This design comes from an exercise in tuning for small area, a short achievable clock period and few clock cycles per item on the open sky130 flow, not from production work. RTL that was checked went through simulation tests only; none was proved equivalent to the original. Power is estimated from default activity; no workload was simulated.

// gsc_compressor
module gsc_compressor (
    input  wire        clk,
    input  wire        rst,         
    input  wire        in_valid,
    output wire        in_ready,
    input  wire [1:0]  in_sid,
    input  wire [63:0] in_word,
    output reg         out_valid,
    output reg  [4:0]  out_id,      
    output reg  [6:0]  out_cost,
    output reg         out_last,    
    output reg  [10:0] out_total    
);
export LEC_CHECK = 0
export CAP_MARGIN = 30
export CORE_MARGIN = 2
export CORE_UTILIZATION = 50
export PLACE_DENSITY = 0.65
export SLEW_MARGIN = 30
export SYNTH_HIERARCHICAL = 1
export TNS_END_PERCENT = 25
create_clock -name core_clock -period 10.0 [get_ports {clk}]
standard.sh (not shown) runs the stock make flow with config.mk's settings and CLKGATE_MAP_FILE= SYNTH_SCRIPT=/design/flow/synth_recipe.tcl, a recipe that flattens the netlist after the stock synthesis.
==> flow/flow/run.sh <==
#!/bin/bash
set -euo pipefail
MARGIN=7.0
CTS="-sink_clustering_enable -repair_clock_nets -dont_use_dummy_load -sink_clustering_size 20 -sink_clustering_max_diameter 100"
PORTS="-buffer_cell sky130_fd_sc_hd__buf_2"
bash standard.sh SETUP_SLACK_MARGIN=$MARGIN "CTS_ARGS=$CTS" "BUFFER_PORTS_ARGS=$PORTS" finish > standard_finish.log 2>&1
Next try:
--- a/flow/flow/run.sh
+++ b/flow/flow/run.sh
@@ -2,3 +2,3 @@
 set -euo pipefail
-MARGIN=7.0
+MARGIN=6.7
 CTS="-sink_clustering_enable -repair_clock_nets -dont_use_dummy_load -sink_clustering_size 20 -sink_clustering_max_diameter 100"
- CORE_UTILIZATION: 50 -> 45
- PLACE_DENSITY: 0.65 -> 0.6
- TNS_END_PERCENT: 25 -> unset
Total power falls by 0.85%. Sequential power stays flat. Wire length rises by 4.2%. Final area went down by 4.7%. Setup slack loses 140 ps. Critical path depth is unchanged. Clock skew hardly moves. Clock power went up by about 1%. Count of clock-buffer cells in the layout is unchanged. Register-to-register slack is worse by 140 ps.
Next try:
==> flow/flow/run.sh (replaced) <==
#!/bin/bash
set -euo pipefail
MARGIN=6.6
GRT_MARGIN=7.0
CTS="-sink_clustering_enable -repair_clock_nets -dont_use_dummy_load -sink_clustering_size 20 -sink_clustering_max_diameter 100"
PORTS="-buffer_cell sky130_fd_sc_hd__buf_2"
bash standard.sh SETUP_SLACK_MARGIN=$MARGIN "CTS_ARGS=$CTS" "BUFFER_PORTS_ARGS=$PORTS" cts > standard_cts.log 2>&1
bash standard.sh SETUP_SLACK_MARGIN=$GRT_MARGIN "CTS_ARGS=$CTS" "BUFFER_PORTS_ARGS=$PORTS" finish > standard_finish.log 2>&1
- CORE_UTILIZATION: 45 -> 50
- PLACE_DENSITY: 0.6 -> 0.65
Sequential share of layout area goes down by 0.96 points.
Global-route usage grows by 2.6 points.
Sequential power hardly moves.
Total power stays flat.
Via count rises by 3.3%.
No run of this note included a check of the RTL's function; only the layout flow was run.

* * *

## old
Another version of the RTL of gsc_compressor (not shown whole).
Size in the first run: about 5700 cells after synthesis, ~1500 flip-flops, about 95 I/O pins, about 69000 um^2 of cells after synthesis.
## gsc_compressor
module gsc_compressor (
    input  wire        clk,
    input  wire        rst,         
    input  wire        in_valid,
    output wire        in_ready,
    input  wire [1:0]  in_sid,
    input  wire [63:0] in_word,
    output reg         out_valid,
    output reg  [4:0]  out_id,      
    output reg  [6:0]  out_cost,
    output reg         out_last,    
    output reg  [10:0] out_total    
);
    assign in_ready = 1'b1;
    reg [63:0] win [0:15];          
    reg [1:0]  ptr [0:3];           
    reg [3:0]  full;                
    reg        v1;
    reg [63:0] w1;
    reg [3:0]  sel1;                
    always @(posedge clk) begin
        v1   <= in_valid && !rst;
        w1   <= in_word;
        sel1 <= 4'b0001 << in_sid;
    end
    wire [3:0] vld [0:3];
    wire [15:0] we;                 
    genvar gs, gk;
    generate
        for (gs = 0; gs < 4; gs = gs + 1) begin : g_st
            assign vld[gs] = {4{full[gs]}} |
                             {1'b0, &ptr[gs], ptr[gs][1], |ptr[gs]};
            for (gk = 0; gk < 4; gk = gk + 1) begin : g_we
                assign we[4*gs + gk] = v1 && sel1[gs] && ptr[gs] == gk;
            end
            always @(posedge clk) begin
                if (rst) begin
                    ptr[gs]  <= 2'd0;
                    full[gs] <= 1'b0;
                end else if (v1 && sel1[gs]) begin
                    ptr[gs] <= ptr[gs] + 2'd1;
                    if (&ptr[gs])
                        full[gs] <= 1'b1;
                end
            end
        end
        for (gs = 0; gs < 16; gs = gs + 1) begin : g_w
            always @(posedge clk)
                if (we[gs])
                    win[gs] <= w1;
        end
    endgenerate
    wire [63:0] h [0:3];
    generate
        for (gk = 0; gk < 4; gk = gk + 1) begin : g_rd
            wire [3:0] pick = sel1 & {vld[3][gk], vld[2][gk], vld[1][gk], vld[0][gk]};
            gsc_rdmux u_rd (
                .pick(pick), .set(gk == 0 ? ~|pick : 1'b0),
                .e0(win[gk]), .e1(win[4 + gk]), .e2(win[8 + gk]), .e3(win[12 + gk]),
                .y(h[gk])
            );
        end
  ...
Settings: LEC_CHECK=0, CAP_MARGIN=30, CORE_MARGIN=2, CORE_UTILIZATION=50, PLACE_DENSITY=0.65, SLEW_MARGIN=30, SYNTH_HIERARCHICAL=1; clock period 10.0 ns.
==> flow/flow/run.sh <==
#!/bin/bash
set -euo pipefail
MARGIN=7.0
CTS="-sink_clustering_enable -repair_clock_nets -dont_use_dummy_load -sink_clustering_size 20 -sink_clustering_max_diameter 100"
PORTS="-buffer_cell sky130_fd_sc_hd__buf_2"
bash standard.sh SETUP_SLACK_MARGIN=$MARGIN "CTS_ARGS=$CTS" "BUFFER_PORTS_ARGS=$PORTS" finish > standard_finish.log 2>&1
Having completed the whole flow, old delivered a layout that passed the timing, DRC and antenna checks.
Testbench counts of old, summed over its fixed seeds: cycles 32,800, items 32,768.
--- input diff old..new ---
Settings: changing PLACE_DENSITY from 0.65 to 0.68; changing CORE_UTILIZATION from 50 to 55.
diff --git a/flow/flow/run.sh b/flow/flow/run.sh
--- a/flow/flow/run.sh
+++ b/flow/flow/run.sh
@@ -3 +3 @@
-MARGIN=7.0
+MARGIN=6.7
### Flow results
- new finished every step from synthesis to the final layout, and the layout passed the timing, DRC and antenna checks.
- In the metrics for old and new, the one carrying the lower number of inserted diodes is old.
- new contains more vias than old.
- The timing endpoint of the critical path comes out out_valid in one run and pm3[52]$_DFF_P_ in the other, namely in old and new respectively.
- Compared with old, new shows total power of the final layout lower by about 2.6%.
- reg2out as the type of the worst setup path was reported by old, and reg2reg by new.
- From old to new the numbers moved as follows: net switching share of the total power -0.20 points, global-route usage +5.2 points.

* * *

job 7843:
The RTL this note starts from:
==> flow/design.v <==
module gsc_preds (
    input  wire [63:0] w,
    output wire [6:0]  p
);
    wire [7:0] rz, ro;    
    wire [7:0] cz, co;    
    genvar j;
    generate
        for (j = 0; j < 8; j = j + 1) begin : g_rc
            wire [7:0] col = {w[56+j], w[48+j], w[40+j], w[32+j],
                              w[24+j], w[16+j], w[8+j],  w[j]};
            assign rz[j] = ~|w[8*j +: 8];
            assign ro[j] =  &w[8*j +: 8];
            assign cz[j] = ~|col;
            assign co[j] =  &col;
        end
    endgenerate
    function automatic one8(input [7:0] v);
        reg [3:0] a2, m2;
        reg [1:0] a4, m4;
        integer k;
        begin
            for (k = 0; k < 4; k = k + 1) begin
                a2[k] = v[2*k] | v[2*k+1];
                m2[k] = v[2*k] & v[2*k+1];
            end
            for (k = 0; k < 2; k = k + 1) begin
                a4[k] = a2[2*k] | a2[2*k+1];
                m4[k] = m2[2*k] | m2[2*k+1] | (a2[2*k] & a2[2*k+1]);
            end
            one8 = (a4[0] ^ a4[1]) & ~m4[0] & ~m4[1];
        end
    endfunction
    wire rep = &(cz | co);
    assign p[0] = rep & rz[0];
    assign p[1] = rep & ro[0];
    assign p[2] = rep;
    assign p[3] = one8(~rz) & one8(~cz);
    assign p[4] = (&rz[7:1] & ~w[7])  | (&ro[7:1] & w[7]);
    assign p[5] = (&rz[7:2] & ~w[15]) | (&ro[7:2] & w[15]);
    assign p[6] = (&rz[7:4] & ~w[31]) | (&ro[7:4] & w[31]);
endmodule
module gsc_classify (
    input  wire [63:0] w,
    input  wire [63:0] h0,
    input  wire [63:0] h1,
    input  wire [63:0] h2,
    input  wire [63:0] h3,
    output wire [55:0] pm
);
    wire [63:0] d [0:14];
    wire [63:0] p01, p23;
    assign d[0] = w;
    gsc_xor64 u_x1  (.a(w),    .b(h0),  .y(d[1]));     
    gsc_xor64 u_x2  (.a(w),    .b(h1),  .y(d[2]));     
    gsc_xor64 u_x3  (.a(w),    .b(h2),  .y(d[3]));     
    gsc_xor64 u_x4  (.a(w),    .b(h3),  .y(d[4]));     
    gsc_xor64 u_p01 (.a(h0),   .b(h1),  .y(p01));
    gsc_xor64 u_p23 (.a(h2),   .b(h3),  .y(p23));
    gsc_xor64 u_x5  (.a(d[1]), .b(h1),  .y(d[5]));     
    gsc_xor64 u_x6  (.a(d[1]), .b(h2),  .y(d[6]));     
    gsc_xor64 u_x7  (.a(d[4]), .b(h0),  .y(d[7]));     
    gsc_xor64 u_x8  (.a(d[3]), .b(h1),  .y(d[8]));     
    gsc_xor64 u_x9  (.a(d[2]), .b(h3),  .y(d[9]));     
    gsc_xor64 u_x10 (.a(d[3]), .b(h3),  .y(d[10]));    
    gsc_xor64 u_x11 (.a(d[3]), .b(p01), .y(d[11]));    
    gsc_xor64 u_x12 (.a(d[4]), .b(p01), .y(d[12]));    
    gsc_xor64 u_x13 (.a(d[1]), .b(p23), .y(d[13]));    
    gsc_xor64 u_x14 (.a(d[2]), .b(p23), .y(d[14]));    
    wire [6:0] p [0:14];
    genvar g;
    generate
        for (g = 0; g < 15; g = g + 1) begin : g_pred
            gsc_preds u_preds (.w(d[g]), .p(p[g]));
        end
    endgenerate
    assign pm[ 6: 0] = p[0];
    assign pm[13: 7] = p[1]  | p[2];
    assign pm[20:14] = p[3]  | p[4];
    assign pm[27:21] = p[5]  | p[6];
    assign pm[34:28] = p[7]  | p[8];
    assign pm[41:35] = p[9]  | p[10];
    assign pm[48:42] = p[11] | p[12];
    assign pm[55:49] = p[13] | p[14];
endmodule
module gsc_xor64 (
    input  wire [63:0] a,
    input  wire [63:0] b,
    output wire [63:0] y
);
    assign y = a ^ b;
endmodule
module gsc_rdmux (
    input  wire [3:0]  pick,
    input  wire        set,
    input  wire [63:0] e0,
    input  wire [63:0] e1,
    input  wire [63:0] e2,
    input  wire [63:0] e3,
    output wire [63:0] y
);
    assign y = ({64{pick[0]}} & e0) | ({64{pick[1]}} & e1) |
               ({64{pick[2]}} & e2) | ({64{pick[3]}} & e3) | {64{set}};
endmodule
module gsc_select (
    input  wire [55:0] pm,
    output reg  [4:0]  id,
    output reg  [6:0]  cost
);
    wire [6:0] lv0 = pm[6:0];
    wire [6:0] lv1 = pm[13:7]  | pm[20:14];
    wire [6:0] lv2 = pm[27:21] | pm[34:28] | pm[41:35];
    wire [6:0] lv3 = pm[48:42] | pm[55:49];
    wire [27:0] match;
    genvar g;
    generate
        for (g = 0; g < 7; g = g + 1) begin : g_match
            assign match[4*g + 0] = lv0[g];
            assign match[4*g + 1] = lv1[g];
            assign match[4*g + 2] = lv2[g];
            assign match[4*g + 3] = lv3[g];
        end
    endgenerate
    localparam [139:0] CAT_IDS = {
        5'd27, 5'd26, 5'd25, 5'd24, 5'd23, 5'd22, 5'd21, 5'd20,
        5'd19, 5'd11, 5'd18, 5'd15, 5'd10, 5'd17, 5'd14, 5'd9,
        5'd13, 5'd16, 5'd8,  5'd7,  5'd12, 5'd3,  5'd6,  5'd2,
        5'd5,  5'd1,  5'd4,  5'd0 };
    localparam [48:0] DATA_SIZE = {
        7'd35, 7'd19, 7'd11, 7'd9, 7'd11, 7'd3, 7'd2 };
    integer c;
    reg [4:0] pid;
    always @(*) begin
        id   = 5'd31;
        cost = 7'd65;
        for (c = 27; c >= 0; c = c - 1) begin
            pid = CAT_IDS[5*c +: 5];
            if (match[pid]) begin
                id   = pid;
                cost = DATA_SIZE[7*pid[4:2] +: 7] + {4'd0, pid[1:0], 1'b0};
            end
        end
    end
endmodule
module gsc_compressor (
    input  wire        clk,
    input  wire        rst,         
    input  wire        in_valid,
    output wire        in_ready,
    input  wire [1:0]  in_sid,
    input  wire [63:0] in_word,
    output reg         out_valid,
    output reg  [4:0]  out_id,      
    output reg  [6:0]  out_cost,
    output reg         out_last,    
    output reg  [10:0] out_total    
);
    assign in_ready = 1'b1;
    wire accept = in_valid && !rst;
    reg [63:0] win [0:15];          
    reg [1:0]  ptr [0:3];           
    reg [3:0]  full;                
    wire [3:0] sel = 4'b0001 << in_sid;    
    wire [3:0] vld [0:3];
    genvar gs, gk;
    generate
        for (gs = 0; gs < 4; gs = gs + 1) begin : g_st
            assign vld[gs] = {4{full[gs]}} |
                             {1'b0, &ptr[gs], ptr[gs][1], |ptr[gs]};
            always @(posedge clk) begin
                if (rst) begin
                    ptr[gs]  <= 2'd0;
                    full[gs] <= 1'b0;
                end else if (in_valid && sel[gs]) begin
                    ptr[gs] <= ptr[gs] + 2'd1;
                    if (&ptr[gs])
                        full[gs] <= 1'b1;
                end
            end
            for (gk = 0; gk < 4; gk = gk + 1) begin : g_w
                always @(posedge clk)
                    if (accept && sel[gs] && ptr[gs] == gk)
                        win[4*gs + gk] <= in_word;
            end
        end
    endgenerate
    wire [63:0] h [0:3];
    generate
        for (gk = 0; gk < 4; gk = gk + 1) begin : g_rd
            wire [3:0] pick = sel & {vld[3][gk], vld[2][gk], vld[1][gk], vld[0][gk]};
            gsc_rdmux u_rd (
                .pick(pick), .set(gk == 0 ? ~|pick : 1'b0),
                .e0(win[gk]), .e1(win[4 + gk]), .e2(win[8 + gk]), .e3(win[12 + gk]),
                .y(h[gk])
            );
        end
    endgenerate
    reg        v1;
    reg [63:0] w1;
    reg [63:0] h1 [0:3];
    always @(posedge clk) begin
        v1    <= accept;
        w1    <= in_word;
        h1[0] <= h[0];
        h1[1] <= h[1];
        h1[2] <= h[2];
        h1[3] <= h[3];
    end
    wire [55:0] pm1;
    gsc_classify u_classify (
        .w(w1), .h0(h1[0]), .h1(h1[1]), .h2(h1[2]), .h3(h1[3]), .pm(pm1)
    );
    reg        v2;
    reg [55:0] pm2;
    always @(posedge clk) begin
        v2  <= v1 && !rst;
        pm2 <= pm1;
    end
    wire [4:0] sel_id;
    wire [6:0] sel_cost;
    gsc_select u_select (.pm(pm2), .id(sel_id), .cost(sel_cost));
    reg  [3:0]  word_cnt;
    wire [10:0] sum = (word_cnt == 4'd0 ? 11'd0 : out_total) + {4'd0, sel_cost};
    always @(posedge clk) begin
        if (rst) begin
            out_valid <= 1'b0;
            word_cnt  <= 4'd0;
        end else begin
            out_valid <= v2;
            if (v2)
                word_cnt <= word_cnt + 4'd1;
        end
    end
    always @(posedge clk) begin
        out_id   <= sel_id;
        out_cost <= sel_cost;
        out_last <= (word_cnt == 4'd15);
        if (v2)
            out_total <= sum;
    end
endmodule
==> flow/config.mk <==
export PLATFORM = sky130hd
export DESIGN_NAME = gsc_compressor
export DESIGN_NICKNAME = gsc_compressor
export VERILOG_FILES = /design/flow/design.v
export SDC_FILE = /design/flow/constraint.sdc
export NUM_CORES = 8
export LEC_CHECK = 0
export CAP_MARGIN = 30
export CORE_MARGIN = 2
export CORE_UTILIZATION = 50
export PLACE_DENSITY = 0.65
export SLEW_MARGIN = 30
export SYNTH_HIERARCHICAL = 1
==> flow/constraint.sdc <==
create_clock -name core_clock -period 10.0 [get_ports {clk}]
set_input_delay 2.0000 -clock core_clock [delete_from_list [all_inputs] [get_ports {clk}]]
set_output_delay 2.0000 -clock core_clock [all_outputs]
set_load 0.01 [all_outputs]
==> flow/flow/run.sh <==
#!/bin/bash
set -euo pipefail
MARGIN=6.85
CTS="-sink_clustering_enable -repair_clock_nets -dont_use_dummy_load -sink_clustering_size 20 -sink_clustering_max_diameter 100"
PORTS="-buffer_cell sky130_fd_sc_hd__buf_2"
bash standard.sh SETUP_SLACK_MARGIN=$MARGIN "CTS_ARGS=$CTS" "BUFFER_PORTS_ARGS=$PORTS" finish > standard_finish.log 2>&1
Job 7843: done, clean on timing, DRC and antenna
diff inputs: job 7843 => job 8809
diff --git a/flow/flow/run.sh b/flow/flow/run.sh
--- a/flow/flow/run.sh
+++ b/flow/flow/run.sh
@@ -3 +3 @@
-MARGIN=6.85
+MARGIN=6.7
--- outcome ---
- Compared with job 7843, job 8809 shows a lower global-route usage.
- Job 8809 against job 7843: arrival time of data at the critical path endpoint picked up an extra 0.13 ns, worst setup slack after placement picked up an extra 0.21 ns, measured slew at the worst slew-check pin lost 0.16 ns, part of the cycle the worst path needs picked up an extra 0.90 points.
Changes in job 8683 relative to job 8809:
Settings: PLACE_DENSITY: 0.65 -> 0.72.
Diff job 8809 and job 8683: final weighted congestion of routability-driven global placement higher in job 8809. pm2[32]$_DFF_P_ as the last element of the critical path was reported by job 8683, and pm2[46]$_DFF_P_ by job 8809. Job 8809 → job 8683: leakage power figure +2.7%, detail-routed net length per standard cell went up 16%, via count has increased, clock skew level, count of buffers added by post-CTS timing repair for setup higher. Going from job 8809 to job 8683, initial antenna violation count grew by 5, portion of the clock cycle consumed by the worst path in the final layout shrank by 0.77 points. Going from job 8809 to job 8683, the overall power of the completed layout was found to have gone up by 0.40 mW.
No run of this note included a check of the RTL's function; only the layout flow was run.

-- separate check: timing with driven ports --
Ports are ideal in the flow. The routed layouts listed here were re-timed in OpenROAD.
Step 1 (the two cells are an assumption about what drives the block):
set clk [get_ports {clk}]
set_driving_cell -lib_cell sky130_fd_sc_hd__clkbuf_16 $clk
set_driving_cell -lib_cell sky130_fd_sc_hd__buf_2 [delete_from_list [all_inputs] $clk]
Step 2 also shifts input and output timing later by t, the mid clock arrival at the registers, as if the neighbouring blocks saw the same clock.
Three values: ideal ports, drivers, drivers and shift; two values: the first two.
run | t (ns) | slack for setup (ns) | hold slack, ns | clock arrival spread, ns | slew at the worst register clock pin (ns)
the first run of note 1 | 0.794 | 6.627 / 6.625 / 6.627 | 0.410 / 0.410 / 0.410 | 0.136 / 0.135 | 0.09 / 0.09
the second run of note 1 | 0.805 | 6.484 / 6.484 / 6.484 | 0.431 / 0.431 / 0.431 | 0.120 / 0.121 | 0.10 / 0.10
the third run of note 1 | 0.794 | 6.530 / 6.530 / 6.530 | 0.407 / 0.407 / 0.407 | 0.136 / 0.136 | 0.09 / 0.09
old | 0.810 | 6.731 / 6.644 / 6.738 | 0.440 / 0.440 / 0.440 | 0.108 / 0.107 | 0.10 / 0.10
new | 0.828 | 6.469 / 6.469 / 6.469 | 0.452 / 0.452 / 0.452 | 0.106 / 0.106 | 0.10 / 0.10
job 7843 | 0.805 | 6.438 / 6.491 / 5.686 | 0.430 / 0.430 / 0.430 | 0.137 / 0.137 | 0.11 / 0.11
job 8809 | 0.804 | 6.348 / 6.348 / 5.893 | 0.433 / 0.433 / 0.433 | 0.094 / 0.093 | 0.09 / 0.09
job 8683 | 0.789 | 6.425 / 6.425 / 5.828 | 0.430 / 0.430 / 0.430 | 0.111 / 0.111 | 0.10 / 0.10
After both steps every run listed still meets setup and hold. The setup slack of job 7843, which loses most, moves by +0.053 ns with the drivers and by -0.752 ns with both steps.
